Context: an optimization exercise on an open-source flow, tuned for small area, a short achievable clock period and few clock cycles. The choices shown serve that exercise and are no tape-out recipe.
At most, simulation tests tie the RTL to the original design; equivalence was not proved.
Power and IR drop assume default switching activity.

// pluto_rx
module pluto_rx (
    input  wire        clk,
    input  wire        rst,
    input  wire        cmd_valid,
    output wire        cmd_ready,
    input  wire [7:0]  cmd,
    input  wire        in_valid,
    output wire        in_ready,
    input  wire [7:0]  in_data,
    input  wire [3:0]  in_nbits,
    input  wire        in_last,
    output reg         out_valid,
    output reg  [7:0]  out_byte,
    output reg         rsp_valid,
    output wire [3:0]  rsp_status,
    output reg  [2:0]  rsp_sub,
    output reg  [31:0] rsp_value
);
Size: ~2700 cells after synthesis, ~500 flip-flops, roughly 76 I/O pins, ~0.029 mm² of cells after synthesis.
clock: 10.0 ns
lec_check: 0
cap_margin: 20
core_margin: 2
core_utilization: 40
setup_slack_margin: 5
slew_margin: 20
run.sh (not shown) runs the stock make flow with config.mk's settings and CLKGATE_MAP_FILE= SYNTH_SCRIPT=/design/flow/synth_recipe.tcl, a recipe that flattens the netlist after the stock synthesis.
Change:
==> flow/flow/run.sh (new file) <==
#!/bin/bash
# Standard layout, run through the standard.sh; full output kept in standard.log.
set -e
bash standard.sh > standard.log 2>&1
==> flow/standard.sh (new file) <==
#!/bin/bash
# synth_recipe.tcl (not shown) runs the flow's synth.tcl, then flattens the netlist and writes it again
# the make line also repeats each setting of config.mk as NAME=value (left out here)
make -C /OpenROAD-flow-scripts/flow DESIGN_CONFIG=/design/flow/config.mk WORK_HOME=/design/flow/orfs CLKGATE_MAP_FILE= SYNTH_SCRIPT=/design/flow/synth_recipe.tcl "${@:-finish}"
removed: flow/run.sh
Die area stays the same; register-to-register slack stays flat; routed wire length does not change; sequential share of layout area is unchanged; clock-buffer cell count does not change.
No functional check of the RTL was part of any run of this note.

---

pluto_rx, a different RTL version from the one above (not shown whole).
Size: about 2900 cells after synthesis, about 490 flip-flops, about 76 I/O pins, ~24000 µm² of cells after synthesis.
clock: 10.0 ns
lec_check: 0
abc_area: 1
cap_margin: 20
core_margin: 2
core_utilization: 55
cts_cluster_diameter: 90
cts_cluster_size: 24
slew_margin: 20
standard.sh (not shown) runs the stock make flow with config.mk's settings and CLKGATE_MAP_FILE= SYNTH_SCRIPT=/design/flow/synth_recipe.tcl, a recipe that flattens the netlist after the stock synthesis.
==> flow/flow/run.sh <==
#!/bin/bash
# The standard layout (standard.sh), with timing repair aimed at a 3.2 ns
# clock (setup margin 6.8 ns at the 10 ns constraint), plain buf_2 cells as
# the port buffers, and no separate adder-cell mapping in synthesis (ABC maps
# the adders with the rest of the logic). Full tool output is in standard.log.
set -e
bash standard.sh SETUP_SLACK_MARGIN=6.8 ADDER_MAP_FILE= \
    BUFFER_PORTS_ARGS="-buffer_cell sky130_fd_sc_hd__buf_2" finish > standard.log 2>&1
The first run produced a clean layout.
Testbench counts at the start, summed over its fixed seeds: cycles 38,315.
Change:
CTS_CLUSTER_DIAMETER = default   (was 90)
CTS_CLUSTER_SIZE = default   (was 24)
After rerunning:
- The new run finished with timing, DRC and antenna clean
- via count increases by 1.5%
- final area increases by 3.4%
- non-clock buffer count decreases by 1
- worst setup slack got worse by 0.013 ns
- synthesized cell count is unchanged
Change:
==> flow/flow/run.sh (replaced) <==
#!/bin/bash
# The standard layout (standard.sh), with timing repair aimed at a 3.5 ns
# clock (setup margin 6.5 ns at the 10 ns constraint), plain buf_2 cells as
# the port buffers, and no separate adder-cell mapping in synthesis (ABC maps
# the adders with the rest of the logic). Full tool output is in standard.log.
set -e
bash standard.sh SETUP_SLACK_MARGIN=6.5 ADDER_MAP_FILE= \
    BUFFER_PORTS_ARGS="-buffer_cell sky130_fd_sc_hd__buf_2" finish > standard.log 2>&1
CORE_UTILIZATION = 65   (was 55)
What happened: Cell area shrinks slightly. Power shrinks slightly. Core utilization grows by 10 points. Die area shrinks by about a fifth. Sequential power barely changes. Worst setup slack is worse by 0.087 ns. Cell count shrinks by a few percent. Global-route usage grows by 4.7 points.
Change:
CORE_UTILIZATION = 55   (was 65)
After rerunning: Maximum frequency climbs by about 0.54%; power came out higher by 0.47%; cell count grows by about 3.4%; routed wire length is higher by 0.64%.

--- another note on this design; it stands on its own ---

onyx:
==> flow/design.v (excerpt) <==
module pluto_rx (
    input  wire        clk,
    input  wire        rst,
    input  wire        cmd_valid,
    output wire        cmd_ready,
    input  wire [7:0]  cmd,
    input  wire        in_valid,
    output wire        in_ready,
    input  wire [7:0]  in_data,
    input  wire [3:0]  in_nbits,
    input  wire        in_last,
    output reg         out_valid,
    output reg  [7:0]  out_byte,
    output reg         rsp_valid,
    output wire [3:0]  rsp_status,
    output reg  [2:0]  rsp_sub,
    output reg  [31:0] rsp_value
);
Settings: LEC_CHECK=0, ABC_AREA=1, CAP_MARGIN=20, CORE_MARGIN=2, CORE_UTILIZATION=65, CTS_CLUSTER_DIAMETER=90, CTS_CLUSTER_SIZE=24, SLEW_MARGIN=20; clock period 10.0 ns.
standard.sh (not shown) runs the stock make flow with config.mk's settings and CLKGATE_MAP_FILE= SYNTH_SCRIPT=/design/flow/synth_recipe.tcl, a recipe that flattens the netlist after the stock synthesis.
==> flow/flow/run.sh <==
#!/bin/bash
# The standard layout (standard.sh), with timing repair aimed at a 3.1 ns
# clock (setup margin 6.9 ns at the 10 ns constraint), plain buf_2 cells as
# the port buffers, and no separate adder-cell mapping in synthesis (ABC maps
# the adders with the rest of the logic). Full tool output is in standard.log.
set -e
bash standard.sh SETUP_SLACK_MARGIN=6.9 ADDER_MAP_FILE= \
    BUFFER_PORTS_ARGS="-buffer_cell sky130_fd_sc_hd__buf_2" finish > standard.log 2>&1
Testbench counts of onyx, summed over its fixed seeds: cycles 38,315.
Changes in juniper relative to onyx:
==> flow/flow/run.sh <==
#!/bin/bash
# The standard layout (standard.sh), with timing repair aimed at a 3.2 ns
# clock (setup margin 6.8 ns at the 10 ns constraint), plain buf_2 cells as
# the port buffers, and no separate adder-cell mapping in synthesis (ABC maps
# the adders with the rest of the logic). Full tool output is in standard.log.
set -e
bash standard.sh SETUP_SLACK_MARGIN=6.8 ADDER_MAP_FILE= \
    BUFFER_PORTS_ARGS="-buffer_cell sky130_fd_sc_hd__buf_2" finish > standard.log 2>&1
## What came out
Number of nets in the layout for juniper: about 0.55% down relative to onyx
juniper vs onyx, count of placed standard cells in the final layout, fillers left out went down by about 0.5%.
onyx and juniper ended up with nearly the same tightest hold margin.
When juniper is set beside onyx, its routed wire length turns out to be about 1.3% smaller.
juniper reports a lower path length in cells of the critical path than onyx does.

re-timing with driven ports:
The flow's constraints put no driver on any port. The routed layouts listed below were extracted and timed again, unchanged, in two steps. Step 1, drivers: a clkbuf_16 drives clk and a buf_2 each remaining input, both assumed. Step 2 adds t to the input delays and takes it off the output delays; t is the mean of the earliest and latest rising clock arrival at the registers after step 1. Input paths then give back, and output paths get back, about the clock's delay inside the block. Three values: no drivers, after step 1, after step 2; two values: the first two.
run	t, ns	setup slack, ns	hold slack, ns	clock arrival spread, ns
the first run of note 1	0.683	5.275 / 5.275 / 5.275	0.326 / 0.326 / 0.326	0.048 / 0.048
the second run of note 1	0.683	5.275 / 5.275 / 5.275	0.326 / 0.326 / 0.326	0.048 / 0.048
the first run of note 2	0.659	6.835 / 6.776 / 6.859	0.330 / 0.330 / 0.330	0.020 / 0.021
the second run of note 2	0.661	6.822 / 6.766 / 6.860	0.325 / 0.325 / 0.325	0.018 / 0.017
the third run of note 2	0.641	6.735 / 6.681 / 6.752	0.327 / 0.327 / 0.327	0.015 / 0.015
the fourth run of note 2	0.653	6.752 / 6.728 / 6.752	0.320 / 0.320 / 0.320	0.028 / 0.027
onyx	0.608	6.928 / 6.873 / 6.731	0.333 / 0.333 / 0.333	0.040 / 0.040
juniper	0.599	6.852 / 6.796 / 6.685	0.333 / 0.333 / 0.333	0.018 / 0.018
After both steps every run listed still meets setup and hold. For onyx, which loses most, drivers alone change the setup slack by -0.055 ns; drivers and shift together by -0.197 ns.
